This is an optimization exercise on Yosys and OpenROAD, whose aim is small area, a short achievable clock period and few clock cycles per item, not a production implementation. RTL that was checked went through simulation tests only; none was proved equivalent to the original. Power and IR drop assume default switching activity.

## indigo
Design pkt_validator, start of the top module:
module pkt_validator (
    input  wire        clk,
    input  wire        rst,
    input  wire        in_valid,
    output wire        in_ready,
    input  wire [31:0] in_data,
    input  wire        in_last,
    input  wire [1:0]  in_count,
    output reg         res_valid,
    output wire [2:0]  res_err,
    output wire [5:0]  res_vmask,
    output reg  [2:0]  res_cause,
    output wire [15:0] res_crc_calc,
    output wire [15:0] res_crc_read,
    output wire [10:0] res_apid,
    output wire [13:0] res_seq,
    output wire [16:0] res_plen,
    output wire [7:0]  res_stype,
    output wire [7:0]  res_ssub,
    output wire [7:0]  res_dest,
    output wire [47:0] res_time
);
==> flow/config.mk <==
export PLATFORM = sky130hd
export DESIGN_NAME = pkt_validator
export DESIGN_NICKNAME = pkt_validator
export VERILOG_FILES = /design/flow/design.v
export SDC_FILE = /design/flow/constraint.sdc
export NUM_CORES = 4
export LEC_CHECK = 0
export CAP_MARGIN = 20
export CORE_MARGIN = 2
export CORE_UTILIZATION = 40
export PLACE_DENSITY = 0.6
export SETUP_SLACK_MARGIN = 2.7
export SLEW_MARGIN = 20
==> flow/constraint.sdc <==
create_clock -name core_clock -period 5.0 [get_ports {clk}]
set_input_delay 1.0000 -clock core_clock [delete_from_list [all_inputs] [get_ports {clk}]]
set_output_delay 1.0000 -clock core_clock [all_outputs]
set_load 0.01 [all_outputs]
standard.sh (not shown) runs the stock make flow with config.mk's settings and CLKGATE_MAP_FILE= SYNTH_SCRIPT=/design/flow/synth_recipe.tcl, a recipe that flattens the netlist after the stock synthesis.
==> flow/flow/run.sh <==
#!/bin/bash
# The standard layout, with small buffers on the ports.
set -euo pipefail
bash standard.sh finish "BUFFER_PORTS_ARGS=-buffer_cell sky130_fd_sc_hd__buf_1" > standard.log 2>&1
Input changes introduced in maple (baseline for comparison: indigo):
--- a/flow/design.v
+++ b/flow/design.v
@@ -270,25 +270,25 @@
             if (l_r) begin
                 r_ok  <= l_ok;
                 r_g8  <= l_ok && l_ge8;
                 r_g9  <= l_ok && ge2;
                 r_g10 <= l_ok && l_ge10;
                 r_g16 <= l_ok && l_ge16;
             end
         end
     end
     wire [4:0] vm_lo   = {f_seg, f_dfh, f_type, f_ver, !got_lo};
     wire       crc_bad = got_lo && (crc != crc_rd);
     always @(posedge clk) begin
-        if (pend1) begin
+        begin
             r_vm5   <= r_ok && crc_bad;
             r_short <= r_ok && !got_lo;
             err_inv <= !r_ok;
             err_mal <= r_ok && (vm_lo != 5'd0 || crc_bad);
             if (!r_ok)         res_cause <= 3'd0;
             else if (vm_lo[0]) res_cause <= 3'd0;
             else if (vm_lo[1]) res_cause <= 3'd1;
             else if (vm_lo[2]) res_cause <= 3'd2;
             else if (vm_lo[3]) res_cause <= 3'd3;
             else if (vm_lo[4]) res_cause <= 3'd4;
             else if (crc_bad)  res_cause <= 3'd5;
             else               res_cause <= 3'd0;
--- outcome ---
The flow did not stop early for maple: all stages ran, and the layout cleared the timing, DRC and antenna checks.
Worst-case setup margin in the final layout, maple and indigo: smaller value in indigo
Proportion of power drawn by flip-flops and latches down 0.6 points in maple wrt indigo
maple vs. indigo: share of total power in the clock network moved up, maximum ir drop on the vdd rail moved up.
Compared to indigo, maple has area after synthesis about 3.3% lower.
First-pass GRT wire length (lower): maple
Number of cells upsized or downsized after cts, maple vs indigo: up by more than a quarter
maple vs. indigo: number of clock-tree buffers in the layout -about 22%, number of design-rule violations left by the first detailed-router iteration +27, die area -3.2%, global-route usage ~0 delta.
Testbench counts of maple, summed over its fixed seeds: cycles 113,228, packets 1,280.
The RTL of indigo was laid out without a check of its function.

* * *

before:
Another version of the RTL of pkt_validator (not shown whole).
For scale: about 970 cells after synthesis, roughly 12000 sq um of cells after synthesis.
export LEC_CHECK = 0
export CAP_MARGIN = 20
export CORE_MARGIN = 2
export CORE_UTILIZATION = 40
export CTS_CLUSTER_DIAMETER = 80
export CTS_CLUSTER_SIZE = 30
export PLACE_DENSITY = 0.6
export SETUP_SLACK_MARGIN = 2.7
export SLEW_MARGIN = 20
create_clock -name core_clock -period 5.0 [get_ports {clk}]
Scripts as last shown in full above: flow/flow/run.sh
Input-level comparison between after and before:
--- a/flow/design.v
+++ b/flow/design.v
@@ -110,21 +110,21 @@
     wire ok2 = !l_r || c_r[1];
     wire ok3 = !l_r || (c_r == 2'd3);
     reg         first;        
     reg         b1, b2, b3;   
     reg  [14:0] bc;           
     reg         c_pos;        
     reg         c_zero;       
     reg         c_m1;         
     reg  [13:0] remb;
     reg         re;
-    wire        remb_one = re ? (remb == 14'd2) : (remb == 14'd1);
+    reg         remb_one;     
     reg  [1:0]  rl;
     reg  [15:0] crc;          
     reg  [1:0]  kc;           
     reg  [15:0] crc_rd;       
     reg         got_lo;       
     reg         f_ver, f_type, f_dfh, f_seg;
     reg  [2:0]  apid_hi;
     reg  [7:0]  apid_lo;
     reg  [5:0]  seq_hi;
     reg  [7:0]  seq_lo;
@@ -156,25 +156,29 @@
     reg         kill1, kill2, kill3;
     always @(posedge clk) begin
         kill1 <= (b1_n && in_lz && in_data[17:16] == 2'd0) || (zk_n && rl_n == 2'd1);
         kill2 <= (b1_n && in_lz && !in_data[17]) || (zk_n && (rl_n == 2'd1 || rl_n == 2'd2));
         kill3 <= (b1_n && in_lz && !(in_data[17] && in_data[16])) || (zk_n && rl_n != 2'd0);
     end
     wire [31:0] dm = {byte0,
                       byte1 & {8{!kill1}},
                       byte2 & {8{!kill2}},
                       byte3 & {8{!kill3}}};
-    wire [15:0] crc_in = crc | {16{first}};
-    wire [15:0] s4 = t22(crc_in ^ dm[31:16]) ^ t2(dm[15:0]);
+    wire [15:0] s4 = t22(crc ^ dm[31:16]) ^ t2(dm[15:0]);
     wire step4 = v_r && (first || b1 || (ge2 && (c_pos || (c_zero && rl != 2'd0))));
     wire undo  = !step4 && (kc != 2'd0);
-    wire [15:0] crc_nx = step4 ? s4 : undo ? tinv(crc) : 16'd0;
+    wire clr_ok  = pend1 && !r_ok;
+    wire clr_crc = pend1 && !(r_ok && got_lo);
+    wire        cinit = res_valid || rst;
+    wire        hold  = !step4 && !undo && !clr_crc && !cinit;
+    wire [15:0] crc_nx = ({16{step4}} & s4) | ({16{undo}} & tinv(crc)) |
+                         ({16{hold}} & crc) | {16{cinit}};
     wire h1  = kill1;
     wire h2  = kill2 && !kill1;
     wire h3  = kill3 && !kill2;
     wire lo0 = ge2 && c_m1 && (rl == 2'd3) && !got_lo;
     wire [7:0] hi_b = ({8{h0}} & byte0) | ({8{h1}} & byte1) |
                       ({8{h2}} & byte2) | ({8{h3}} & byte3);
     wire [7:0] lo_b = ({8{lo0}} & byte0) | ({8{h0}} & byte1) |
                       ({8{h1}} & byte2) | ({8{h2}} & byte3);
     wire hi_here = b1 || (ge2 && c_zero);
     wire lo_here = b1 || (ge2 && c_zero) || lo0;
@@ -198,39 +202,36 @@
             bc        <= 15'd0;
             kc        <= 2'd0;
             fin       <= 1'b0;
             pend1     <= 1'b0;
             stall     <= 1'b0;
             res_valid <= 1'b0;
         end else begin
             kc        <= kc_nx;
             fin       <= fin_nx;
             pend1     <= fin_nx && (kc_nx == 2'd0);
-            stall     <= (acc && in_last) || (fin_nx && kc_nx != 2'd0);
+            stall     <= (acc && in_last) || fin_nx;
             res_valid <= pend1;
             if (v_r) begin
                 first <= l_r;
                 b1    <= first && !l_r;
                 b2    <= b1 && !l_r;
                 b3    <= b2 && !l_r;
                 if (l_r)
                     bc <= 15'd0;
                 else if (!bc_sat)
                     bc <= bc + 15'd1;
             end
         end
     end
-    wire clr_ok  = pend1 && !r_ok;
-    wire clr_crc = pend1 && !(r_ok && got_lo);
     always @(posedge clk) begin
-        if (step4 || undo || clr_crc)
-            crc <= crc_nx;
+        crc <= crc_nx;
         if ((v_r && hi_here) || clr_crc)
             crc_rd[15:8] <= hi_b;
         if ((v_r && lo_here) || clr_crc)
             crc_rd[7:0] <= lo_b;
         if ((v_r && first) || clr_ok) begin
             f_ver   <= (byte0[7:5] != 3'd0);
             f_type  <= byte0[4];
             f_dfh   <= !byte0[3] && v_r;
             f_seg   <= (byte2[7:6] != 2'b11) && v_r;
             apid_hi <= byte0[2:0];
@@ -251,26 +252,28 @@
         if ((v_r && b3) || (pend1 && !r_g16))
             time_r[31:0] <= d_r;
         if (v_r) begin
             if (first)
                 got_lo <= 1'b0;
             else if (lo_seen)
                 got_lo <= 1'b1;
             if (b1) begin
                 remb   <= lfield[15:2];
                 re     <= !(lfield[1] && lfield[0]);
+                remb_one <= (lfield[1] && lfield[0]) ? (lfield[15:2] == 14'd1) : (lfield[15:2] == 14'd2);
                 rl     <= lfield[1:0] + 2'd1;
                 c_pos  <= !lf_hi3 || (lfield[2:0] == 3'd7);
                 c_zero <= lf_hi3 && (lfield[2:0] >= 3'd3) && (lfield[2:0] != 3'd7);
                 c_m1   <= lf_hi3 && (lfield[2:0] <= 3'd2);
             end else if (c_pos) begin
                 remb   <= remb - 14'd1;
+                remb_one <= re ? (remb == 14'd3) : (remb == 14'd2);
                 c_pos  <= !remb_one;
                 c_zero <= remb_one;
             end else if (c_zero) begin
                 c_zero <= 1'b0;
                 c_m1   <= 1'b1;
             end
             if (l_r) begin
                 r_ok  <= l_ok;
                 r_g8  <= l_ok && l_ge8;
                 r_g9  <= l_ok && ge2;
Results
- Relative to before, the chip width measured on after has decreased slightly.
- In after, the met2 track demand over resource came out 1.7 points above the value in before.
- In the reports for after and before, the larger total wirelength of the detailed-routed design belongs to before.
- Combined area of all synthesized cells shrinks slightly when moving from before to after.
- Share of the final layout cell area in sequential cells was lower in before than in after.
- after leaves more setup margin than before.
- On synthesis-stage register bit count: after sits above before.
- before → after: sequential cell count increased about 0.4%; post-layout total power increased about 6%; area growth from synthesis to final layout decreased 5.7 points; final non-filler cell area decreased 810 sq um; share of total power in the clock network decreased 1.2 points.
- As far as later-pin clock latency in the skew report is concerned, before and after perform about the same.
- after did not stop at any stage, and its layout met the timing, DRC and antenna checks.
No run of this note included a check of the RTL's function; only the layout flow was run.

* * *

main:
pkt_validator, a different RTL version from the one above (not shown whole).
Size in the first run: ~200 I/O pins.
clock: 5.0 ns
lec_check: 0
cap_margin: 20
core_margin: 2
core_utilization: 40
place_density: 0.6
setup_slack_margin: 2.0
slew_margin: 20
run.sh (not shown) runs the stock make flow with config.mk's settings and CLKGATE_MAP_FILE= SYNTH_SCRIPT=/design/flow/synth_recipe.tcl, a recipe that flattens the netlist after the stock synthesis.
Stock flow here: none of the scripts above is used.
Modified inputs, the feature branch compared to main
--- a/flow/design.v
+++ b/flow/design.v
@@ -149,17 +149,17 @@
     wire sel0 = v_r && !(u4 || u1 || u2 || u3);
     wire [15:0] crc_in = crc | {16{first}};
     wire [15:0] x  = crc_in ^ d_r[31:16];
     wire [15:0] s1 = crc_step(crc_in, byte0);
     wire [15:0] s2 = t2(x);
     wire [15:0] s3 = crc_step(s2, byte2);
     wire [15:0] s4 = t22(x) ^ t2(d_r[15:0]);
-    wire [15:0] crc_nx = ({16{sel4}} & s4) | ({16{sel3}} & s3) |
-                         ({16{sel2}} & s2) | ({16{sel1}} & s1) |
-                         ({16{sel0}} & crc);
+    wire [15:0] pv = ({16{sel3}} & s3) | ({16{sel2}} & s2) |
+                     ({16{sel1}} & s1) | ({16{sel0}} & crc);
+    wire [15:0] crc_nx = sel4 ? s4 : pv;
     wire h0  = ge2 && c_zero && (rl == 2'd0);
     wire h1  = u1;
     wire h2  = u2;
     wire h3  = u3;
     wire lo0 = ge2 && c_m1 && (rl == 2'd3) && !got_lo;
     wire [7:0] hi_b = ({8{h0}} & byte0) | ({8{h1}} & byte1) |
                       ({8{h2}} & byte2) | ({8{h3}} & byte3);
Findings:
The feature branch went all the way through synthesis, placement and routing and the layout is clean on timing, DRC and antenna.
Compared with main, the feature branch shows design area higher by about 4%.
Of the two values seen for capturing element of the worst setup path, crc[6]$_DFFE_PP_ was produced by the feature branch and res_crc_calc[8] by main.
On starting utilization of the core area, the feature branch tracks main almost exactly.
Cmp the feature branch vs main: weighted congestion at the end of routability-driven global placement lower in the feature branch
Worst hold slack across all endpoints ends up higher on main.
NOTE wire length of the first global-routing pass main->the feature branch increased by a few percent
No functional check of the RTL was part of any run of this note.

* * *

Setup of v6:
Another version of the RTL of pkt_validator (not shown whole).
For scale: about 960 cells after synthesis, about 11000 µm² of cells after synthesis.
// pkt_validator
module pkt_validator (
    input  wire        clk,
    input  wire        rst,
    input  wire        in_valid,
    output wire        in_ready,
    input  wire [31:0] in_data,
    input  wire        in_last,
    input  wire [1:0]  in_count,
    output reg         res_valid,
    output wire [2:0]  res_err,
    output wire [5:0]  res_vmask,
    output reg  [2:0]  res_cause,
    output wire [15:0] res_crc_calc,
    output wire [15:0] res_crc_read,
    output wire [10:0] res_apid,
    output wire [13:0] res_seq,
    output wire [16:0] res_plen,
    output wire [7:0]  res_stype,
    output wire [7:0]  res_ssub,
    output wire [7:0]  res_dest,
    output wire [47:0] res_time
);
export LEC_CHECK = 0
export CAP_MARGIN = 20
export CORE_MARGIN = 2
export CORE_UTILIZATION = 40
export CTS_CLUSTER_DIAMETER = 80
export CTS_CLUSTER_SIZE = 30
export PLACE_DENSITY = 0.6
export SETUP_SLACK_MARGIN = 2.8
export SLEW_MARGIN = 20
create_clock -name core_clock -period 5.0 [get_ports {clk}]
standard.sh (not shown) runs the stock make flow with config.mk's settings and CLKGATE_MAP_FILE= SYNTH_SCRIPT=/design/flow/synth_recipe.tcl, a recipe that flattens the netlist after the stock synthesis.
Scripts as last shown in full above: flow/flow/run.sh
The flow did not stop early for v6: all stages ran, and the layout cleared the timing, DRC and antenna checks.
Testbench counts of v6, summed over its fixed seeds: cycles 114,500, packets 1,280.
Here is what was changed in the inputs of v7 compared with v6.
diff --git a/flow/design.v b/flow/design.v
--- a/flow/design.v
+++ b/flow/design.v
@@ -77,21 +77,22 @@
             tinv[9] = x[0] ^ x[1] ^ x[5];
             tinv[10] = x[1] ^ x[2] ^ x[6];
             tinv[11] = x[2] ^ x[3] ^ x[7];
             tinv[12] = x[4];
             tinv[13] = x[0] ^ x[5];
             tinv[14] = x[1] ^ x[6];
             tinv[15] = x[2] ^ x[7];
         end
     endfunction
     reg         stall;        
-    assign in_ready = !stall;
+    reg         ready;        
+    assign in_ready = ready;
     wire acc = in_valid && !stall;
     reg  [31:0] d_r;
     reg         l_r;
     reg  [1:0]  c_r;
     reg         v_r;
     always @(posedge clk) begin
         d_r <= stall ? 32'd0 : in_data;    
         l_r <= in_last;
         c_r <= in_count;
         if (rst)
@@ -193,26 +194,28 @@
         if (rst) begin
             first     <= 1'b1;
             b1        <= 1'b0;
             b2        <= 1'b0;
             b3        <= 1'b0;
             bc        <= 15'd0;
             kc        <= 2'd0;
             fin       <= 1'b0;
             pend1     <= 1'b0;
             stall     <= 1'b0;
+            ready     <= 1'b1;
             res_valid <= 1'b0;
         end else begin
             kc        <= kc_nx;
             fin       <= fin_nx;
             pend1     <= fin_nx && (kc_nx == 2'd0);
             stall     <= (acc && in_last) || fin_nx;
+            ready     <= !((acc && in_last) || fin_nx);
             res_valid <= pend1;
             if (v_r) begin
                 first <= l_r;
                 b1    <= first && !l_r;
                 b2    <= b1 && !l_r;
                 b3    <= b2 && !l_r;
                 if (l_r)
                     bc <= 15'd0;
                 else if (!bc_sat)
                     bc <= bc + 15'd1;
### Flow results
Mux share of post-synthesis cell area of v6 is on par with v7. Diff v6 -> v7 | routed wirelength normalized by instance count | up slightly. Compared with v6, v7 shows number of non-clock inverters lower by 1. Side by side, number of fillers in the final layout turned out higher in v7 than in v6. v7 completed; timing, DRC and antenna clean. v6 has a higher minimum clock period after layout than v7. Between v6 and v7, the flow reports met2 layer wire length in the routed design increasing slightly. v7 and v6 ended up with nearly the same critical path depth. Comparing v7 and v6, the higher cell count is on v7. From v6 to v7 the numbers moved as follows: aggregate routed wire length rose 310 µm, number of sequential storage elements climbed 1. Taking v6 as the reference, in v7 cell area rose by about 1%, die area rose by 2.0%.
The RTL of v7 was laid out without a check of its function.

==> separate check: timing with driven ports <==
In the flow no input, the clock included, has a driving cell. The finished layouts below were timed again as built, in two steps.
Step 1 (the two cells are an assumption about what drives the block):
set clk [get_ports {clk}]
set_driving_cell -lib_cell sky130_fd_sc_hd__clkbuf_16 $clk
set_driving_cell -lib_cell sky130_fd_sc_hd__buf_2 [delete_from_list [all_inputs] $clk]
Step 2 adds t to the input delays and takes it off the output delays; t is the mean of the earliest and latest rising clock arrival at the registers after step 1. Input paths then give back, and output paths get back, about the clock's delay inside the block.
Slacks: ideal ports / drivers / drivers and shift; pairs: ideal ports / drivers.
run	t, ns	setup slack, ns	worst hold slack (ns)	latest minus earliest clock arrival (ns)	worst register clock-pin slew, ns
indigo	0.584	2.596 / 2.596 / 2.514	0.485 / 0.485 / 0.485	0.010 / 0.010	0.06 / 0.06
maple	0.605	2.646 / 2.596 / 2.504	0.486 / 0.486 / 0.486	0.029 / 0.029	0.06 / 0.06
before	0.548	2.585 / 2.585 / 2.585	0.490 / 0.490 / 0.490	0.035 / 0.036	0.11 / 0.11
after	0.549	2.759 / 2.710 / 2.417	0.489 / 0.489 / 0.489	0.020 / 0.020	0.11 / 0.11
main	0.591	2.035 / 1.985 / 2.038	0.491 / 0.491 / 0.491	0.022 / 0.023	0.07 / 0.07
the feature branch	0.601	2.046 / 2.000 / 2.046	0.484 / 0.484 / 0.484	0.020 / 0.021	0.07 / 0.07
v6	0.550	2.811 / 2.764 / 2.428	0.490 / 0.490 / 0.490	0.025 / 0.025	0.12 / 0.12
v7	0.538	2.824 / 2.778 / 2.572	0.494 / 0.494 / 0.494	0.033 / 0.033	0.11 / 0.11
After both steps setup and hold are still met in every run listed. For v6, which loses most, drivers alone change the setup slack by -0.047 ns; drivers and shift together by -0.383 ns.
